Source: an optimization exercise on an open RTL-to-GDS flow (aim: small area, a short achievable clock period and few clock cycles). Production flows keep margins and buffers that such runs may drop. The RTL was checked by simulation tests, not by an equivalence proof against the original design.

**flow/design.v**
```verilog
module lamos_tone_detector (
    input  wire        clk,
    input  wire        rst,
    input  wire        cmd_valid,
    output wire        cmd_ready,
    input  wire        cmd_op,        
    input  wire [15:0] cmd_sample,
    input  wire [4:0]  cmd_bin0,
    input  wire [4:0]  cmd_bin1,
    input  wire [7:0]  cmd_theta,     
    output reg         res_valid,
    output reg  [1:0]  res_det,
    output reg  [20:0] res_mag0,
    output reg  [20:0] res_mag1
);
    localparam [2:0] S_IDLE = 3'd0,
                     S_ACC  = 3'd1,
                     S_SQ   = 3'd2,
                     S_SQRT = 3'd3,
                     S_SUM  = 3'd4,
                     S_FIN1 = 3'd5,
                     S_FIN2 = 3'd6,
                     S_FIN3 = 3'd7;
    reg [2:0] state;
    reg signed [15:0] ring [0:31];
    reg [4:0]  wp;
    reg [4:0]  bin0, bin1;
    reg [7:0]  theta;
    reg [4:0]  k;
    reg [4:0]  n;
    reg signed [33:0] acc_re, acc_im;
    reg [41:0] pwr;
    reg [22:0] rem;     
    reg [20:0] root;
    reg [4:0]  sq_i;
    reg [25:0] s1;
    reg [47:0] s2;
    reg [20:0] a0, a1;
    reg [52:0] var_n;               
    reg signed [27:0] l0, l1;       
    reg [69:0] tv;                  
    reg [59:0] ll0, ll1;            
    assign cmd_ready = (state == S_IDLE);
    function signed [13:0] cos_tab;
        input [4:0] m;
        begin
            case (m)
                5'd0:  cos_tab =  14'sd4096;
                5'd1:  cos_tab =  14'sd4017;
                5'd2:  cos_tab =  14'sd3784;
                5'd3:  cos_tab =  14'sd3406;
                5'd4:  cos_tab =  14'sd2896;
                5'd5:  cos_tab =  14'sd2276;
                5'd6:  cos_tab =  14'sd1567;
                5'd7:  cos_tab =  14'sd799;
                5'd8:  cos_tab =  14'sd0;
                5'd9:  cos_tab = -14'sd799;
                5'd10: cos_tab = -14'sd1567;
                5'd11: cos_tab = -14'sd2276;
                5'd12: cos_tab = -14'sd2896;
                5'd13: cos_tab = -14'sd3406;
                5'd14: cos_tab = -14'sd3784;
                5'd15: cos_tab = -14'sd4017;
                5'd16: cos_tab = -14'sd4096;
                5'd17: cos_tab = -14'sd4017;
                5'd18: cos_tab = -14'sd3784;
                5'd19: cos_tab = -14'sd3406;
                5'd20: cos_tab = -14'sd2896;
                5'd21: cos_tab = -14'sd2276;
                5'd22: cos_tab = -14'sd1567;
                5'd23: cos_tab = -14'sd799;
                5'd24: cos_tab =  14'sd0;
                5'd25: cos_tab =  14'sd799;
                5'd26: cos_tab =  14'sd1567;
                5'd27: cos_tab =  14'sd2276;
                5'd28: cos_tab =  14'sd2896;
                5'd29: cos_tab =  14'sd3406;
                5'd30: cos_tab =  14'sd3784;
                default: cos_tab = 14'sd4017;
            endcase
        end
    endfunction
    wire [9:0]  kn      = k * n;
    wire [4:0]  ph      = kn[4:0];
    wire signed [13:0] tw_c = cos_tab(ph);
    wire signed [13:0] tw_s = cos_tab(ph - 5'd8);    
    wire signed [15:0] x    = ring[n];
    wire signed [29:0] prod_re = x * tw_c;
    wire signed [29:0] prod_im = x * tw_s;
    wire signed [21:0] re_s = acc_re >>> 12;
    wire signed [21:0] im_s = acc_im >>> 12;
    wire [43:0] re_sq = re_s * re_s;
    wire [43:0] im_sq = im_s * im_s;
    wire [24:0] rem_sh  = {rem, pwr[41:40]};
    wire [24:0] trial   = {2'b00, root, 2'b01};
    wire        take    = (rem_sh >= trial);
    wire [41:0] a_sq = root * root;
    wire [55:0] l0_sq = l0 * l0;
    wire [55:0] l1_sq = l1 * l1;
    integer i;
    always @(posedge clk) begin
        if (rst) begin
            state     <= S_IDLE;
            wp        <= 5'd0;
            res_valid <= 1'b0;
            for (i = 0; i < 32; i = i + 1)
                ring[i] <= 16'sd0;
        end else begin
            res_valid <= 1'b0;
            case (state)
                S_IDLE: begin
                    if (cmd_valid) begin
                        if (!cmd_op) begin
                            ring[wp] <= cmd_sample;
                            wp       <= wp + 5'd1;
                        end else begin
                            bin0   <= cmd_bin0;
                            bin1   <= cmd_bin1;
                            theta  <= cmd_theta;
                            k      <= 5'd0;
                            n      <= 5'd0;
                            acc_re <= 34'sd0;
                            acc_im <= 34'sd0;
                            s1     <= 26'd0;
                            s2     <= 48'd0;
                            state  <= S_ACC;
                        end
                    end
                end
                S_ACC: begin
                    acc_re <= acc_re + prod_re;
                    acc_im <= acc_im + prod_im;
                    n      <= n + 5'd1;
                    if (n == 5'd31)
                        state <= S_SQ;
                end
                S_SQ: begin
                    pwr   <= re_sq[41:0] + im_sq[41:0];
                    rem   <= 23'd0;
                    root  <= 21'd0;
                    sq_i  <= 5'd0;
                    state <= S_SQRT;
                end
                S_SQRT: begin
                    if (take) begin
                        rem  <= rem_sh[22:0] - trial[22:0];
                        root <= {root[19:0], 1'b1};
                    end else begin
                        rem  <= rem_sh[22:0];
                        root <= {root[19:0], 1'b0};
                    end
                    pwr  <= {pwr[39:0], 2'b00};
                    sq_i <= sq_i + 5'd1;
                    if (sq_i == 5'd20)
                        state <= S_SUM;
                end
                S_SUM: begin
                    s1 <= s1 + root;
                    s2 <= s2 + a_sq;
                    if (k == bin0) a0 <= root;
                    if (k == bin1) a1 <= root;
                    acc_re <= 34'sd0;
                    acc_im <= 34'sd0;
                    n      <= 5'd0;
                    k      <= k + 5'd1;
                    if (k == 5'd31)
                        state <= S_FIN1;
                    else
                        state <= S_ACC;
                end
                S_FIN1: begin
                    var_n <= {s2, 5'd0} - s1 * s1;
                    l0    <= $signed({2'b00, a0, 5'd0}) - $signed({2'b00, s1});
                    l1    <= $signed({2'b00, a1, 5'd0}) - $signed({2'b00, s1});
                    state <= S_FIN2;
                end
                S_FIN2: begin
                    tv    <= (theta * theta) * var_n;
                    ll0   <= {l0_sq[51:0], 8'd0};
                    ll1   <= {l1_sq[51:0], 8'd0};
                    state <= S_FIN3;
                end
                S_FIN3: begin
                    res_valid  <= 1'b1;
                    res_det[0] <= (l0 > 0) && ({10'd0, ll0} > tv);
                    res_det[1] <= (l1 > 0) && ({10'd0, ll1} > tv);
                    res_mag0   <= a0;
                    res_mag1   <= a1;
                    state      <= S_IDLE;
                end
                default: state <= S_IDLE;
            endcase
        end
    end
endmodule
```
**flow/run.sh**
```bash
#!/bin/bash
# synth_recipe.tcl (not shown) runs the flow's synth.tcl, then flattens the netlist and writes it again
# the make line also repeats each setting of config.mk as NAME=value (left out here)
make -C /OpenROAD-flow-scripts/flow DESIGN_CONFIG=/design/flow/config.mk WORK_HOME=/design/flow/orfs CLKGATE_MAP_FILE= SYNTH_SCRIPT=/design/flow/synth_recipe.tcl finish
```
**flow/config.mk**
```make
export PLATFORM = sky130hd
export DESIGN_NAME = lamos_tone_detector
export DESIGN_NICKNAME = lamos_tone_detector
export VERILOG_FILES = /design/flow/design.v
export SDC_FILE = /design/flow/constraint.sdc
export NUM_CORES = 4
export LEC_CHECK = 0
export CAP_MARGIN = 20
export CORE_MARGIN = 2
export CORE_UTILIZATION = 40
export PLACE_DENSITY = 0.6
export SLEW_MARGIN = 20
```
**flow/constraint.sdc**
```tcl
create_clock -name core_clock -period 12.0 [get_ports {clk}]
set_input_delay 2.4000 -clock core_clock [delete_from_list [all_inputs] [get_ports {clk}]]
set_output_delay 2.4000 -clock core_clock [all_outputs]
set_load 0.01 [all_outputs]
```
==> flow_metrics.env <==
export IMPL_tns_ns=0
export IMPL_drc_errors=0
export IMPL_ys_warn_count=1
export IMPL_die_area_mm2=0.5285
export IMPL_crit_required_ns=12.68
export IMPL_grt_max_degree=150
export IMPL_hold_viol=0
export IMPL_fin_area_mm2=0.2235
export IMPL_r2r_slack_ns=0.67
export IMPL_areaGrowthSynthToFinish_pct=6.896
export IMPL_ys_seq_area_share_pct=16.29
export IMPL_hold_path_class="reg -> reg"
export IMPL_period_share_pct=94.39
export IMPL_start_util_pct=40.16
export IMPL_grt_setup_unrepaired="no"
export IMPL_preCtsSetupSlack_ns=0.3321
export IMPL_crit_top_cell="fa_1"
export IMPL_max_cap_violations=0
export IMPL_final_max_slew_violation_count=0
export IMPL_clk_pin_slew_worst_paths_ns=0.07
export IMPL_grt_pass1_wl_um=891400
export IMPL_relSlewSlack_pct=24.58
export IMPL_cts_hold_buffers=0
export IMPL_cp_arrival_ns=12.01
export IMPL_slowest_stage="fa_1"
export IMPL_worstMarginPinSlew_ns=1.131
export IMPL_worstSetupPathType="reg -> reg"
export IMPL_root_buffer="clkbuf_16"
export IMPL_place_gp_congestion=0.9004
export IMPL_drt_total_wl_um=564500
export IMPL_grt_use_total_pct=21.94
export IMPL_synth_area_per_cell_um2=10.28
export IMPL_timing_clock_skew_ns=0.08063
export IMPL_critPathMaxStageDelay_ns=0.57
export IMPL_syn_inst=20340
export IMPL_core_mm2=0.5206
export IMPL_finalCriticalPeriod_ns=11.33
export IMPL_cp_max_fo=5
export IMPL_cts_sinks=1139
export IMPL_nFillCells=50090
export IMPL_end_kind="flop"
export IMPL_setup_violations=0
export IMPL_dp_cells=26980
export IMPL_syn_area_mm2=0.2091
export IMPL_ios=84
export IMPL_drtIter0Drc=9026
export IMPL_nNetsFinal=26360
export IMPL_synth_main_ff_cell="edfxtp_1"
export IMPL_fp_dieH_um=727.0
export IMPL_num_rows=265
export IMPL_htreeDepth=4
export IMPL_vias=136800
export IMPL_fmax_mhz=88.29
export IMPL_synth_seq_cells=1139
export IMPL_grt_pass1_vias=150800
export IMPL_ys_types=89
export IMPL_portBuffers=83
export IMPL_cts_buffers=145
export IMPL_synth_edf_count=1125
export IMPL_die_w_um=727.0
export IMPL_clockBufferDepth=4
export IMPL_async_flop_share_pct=0
export IMPL_tritoncts="done"
export IMPL_drive_gt1_share_pct=4.468
export IMPL_overflow=0
export IMPL_routedWlPerCell_um=20.72
export IMPL_place_hpwl_um=453300
export IMPL_status="complete, no violations"
export IMPL_dr_pass1_iters=6
export IMPL_antenna_found_initial=17
export IMPL_critical_path_buf_inv_count=1
export IMPL_clock_latency_ns=0.93
export IMPL_placed_area_mm2=0.2188
export IMPL_critPathLaunchType="flop"
export IMPL_syn_nets=26510
export IMPL_ant_nets=0
export IMPL_final_cells=27250
export IMPL_viasPerCell=5.021
export IMPL_cp_top_family="adder cells"
export IMPL_timing_final_ws_setup_ns=0.6731
[state kept, by name (all words and copies together) (netlist names), 34 cells and up, named ones only]
register and flops:
ll1 51, pwr 42, tv 68, ring 512, acc_re 34, acc_im 34, var_n 52, ll0 47
s2 48
[metrics by stage]
| step | hold slack (ns) | util, % |
|---|---|---|
| 2_1_floorplan | 0.4244 | - |
| 3_3_place_gp | 0.4443 | 42.03 |
| 3_5_place_dp | 0.4455 | 42.03 |
| 4_1_cts | 0.4397 | 42.91 |
| 5_1_grt | 0.4786 | 42.93 |
| 6_report | 0.4629 | 42.93 |
[per-layer routing]
metal  global-route usage [%]  up-vias  routed length (µm)
li1                         -    60760                   -
met1                    30.33    71300              242800
met2                    35.59     3941              262800
met3                    3.376      810               37600
met4                    6.972        4               21310
met5                        0        -                  27
[synth_stat cells, types with 25 or more instances]
cell,count,area (µm²)
a211oi_1,38,285.3
a21o_1,278,2087
a21oi_1,455,2277
a31oi_1,45,281.5
and2_1,1180,7382
and3_1,82,513.0
buf_1,40,150.1
clkbuf_1,693,2601
edfxtp_1,1125,33780
fa_1,4594,91970
ha_1,1543,19310
inv_1,5185,19460
mux4_2,162,3649
nand2_1,2001,7511
nand2b_1,152,950.9
nand3_1,91,455.4
nand4_1,69,431.7
nor2_1,963,3615
nor2b_1,130,813.3
nor3_1,83,415.4
nor4_1,25,156.4
o21a_1,66,495.5
o21ai_0,240,1201
o21bai_1,66,495.5
o31ai_1,25,187.7
or2_2,67,419.2
or3_1,26,162.7
xnor2_1,397,3477
xor2_1,173,1515
[worst paths after layout]
path,startpoint,endpoint,cells past startpoint
min,a1[20]$_DFFE_PP_,res_mag1[20]$_DFFE_PP_,0
max reg2reg,theta[4]$_DFFE_PP_,tv[66]$_DFFE_PP_,37
min reg2reg,a1[20]$_DFFE_PP_,res_mag1[20]$_DFFE_PP_,0
max,theta[4]$_DFFE_PP_,tv[66]$_DFFE_PP_,37
[cells in the final DEF, fill, tap and decap left out, drive strengths merged, types with 21 or more instances in the layout]
cell type / n
o31ai: 25
a21oi: 455
nor3: 83
edfxtp: 1125
or2: 67
mux4: 162
mux2i: 22
inv: 5211
o21ai: 251
ha: 1543
nand4: 69
mux2: 21
a31oi: 45
nor2b: 130
nand2: 2001
o21bai: 66
or3: 26
buf: 362
xor2: 173
o21a: 66
nand3: 92
a21o: 280
fa: 4594
and3: 82
nand2b: 152
a211oi: 38
nor4: 25
xnor2: 397
clkinv: 68
clkbuf: 179
clkdlybuf4s50: 79
and2: 1182
nor2: 964
[final cells by class]
class	instances	area [µm²]	area share, %
Inverter	5216	19580	8.761
Timing Repair Buffer	441	3643	1.630
Tap cell	6942	8686	3.887
Antenna cell	9	22.52	0.01008
Clock buffer	179	3830	1.714
Multi-Input combinational cell	13240	152900	68.42
Sequential cell	1139	34070	15.25
Clock inverter	82	739.5	0.3309
[cell families after synthesis]
kind of cell,Yosys count,share of synthesized area [%]
adders and majority gates,6137,53.23
buffers and inverters,5957,10.70
and+or+nand+nor,4922,11.12
AOI/OAI and AO/OA,1407,4.306
DFF,1139,16.29
xor gates and xnor gates,570,2.388
muxes,205,1.964
[what timing repair did]
| item | in CTS | in global routing |
|---|---|---|
| endpoints found under the setup margin | 0 | 14 |
| resized for setup | 0 | 16 |
| buffers inserted | 0 | 1 |
Testbench counts, summed over its fixed seeds: cycles 226,824.

-- afterwards: timing with drivers on the ports --
No port has a modelled driver above. Below, the same layout with a new extraction and two added sets of constraints. Step 1: set_driving_cell puts a clkbuf_16 on clk and a buf_2 on each other input, an assumption about the parent block. Step 2 moves the port delays by t, midway between the first and last clock arrival at a register: inputs arrive t later, outputs are due t later. That takes back most of the time a late clock gives input paths. a / b / c = ideal ports / drivers / drivers and shift; a / b = the first two.
shift t [ns]: 0.995
setup slack, ns: 0.673 / 0.673 / 0.673
worst setup path after step 2: register to register
worst register clock-pin slew, ns: 0.07 / 0.07
After both steps setup and hold are still met in this run. For this run, drivers alone change the setup slack by 0.000 ns; drivers and shift together by 0.000 ns.
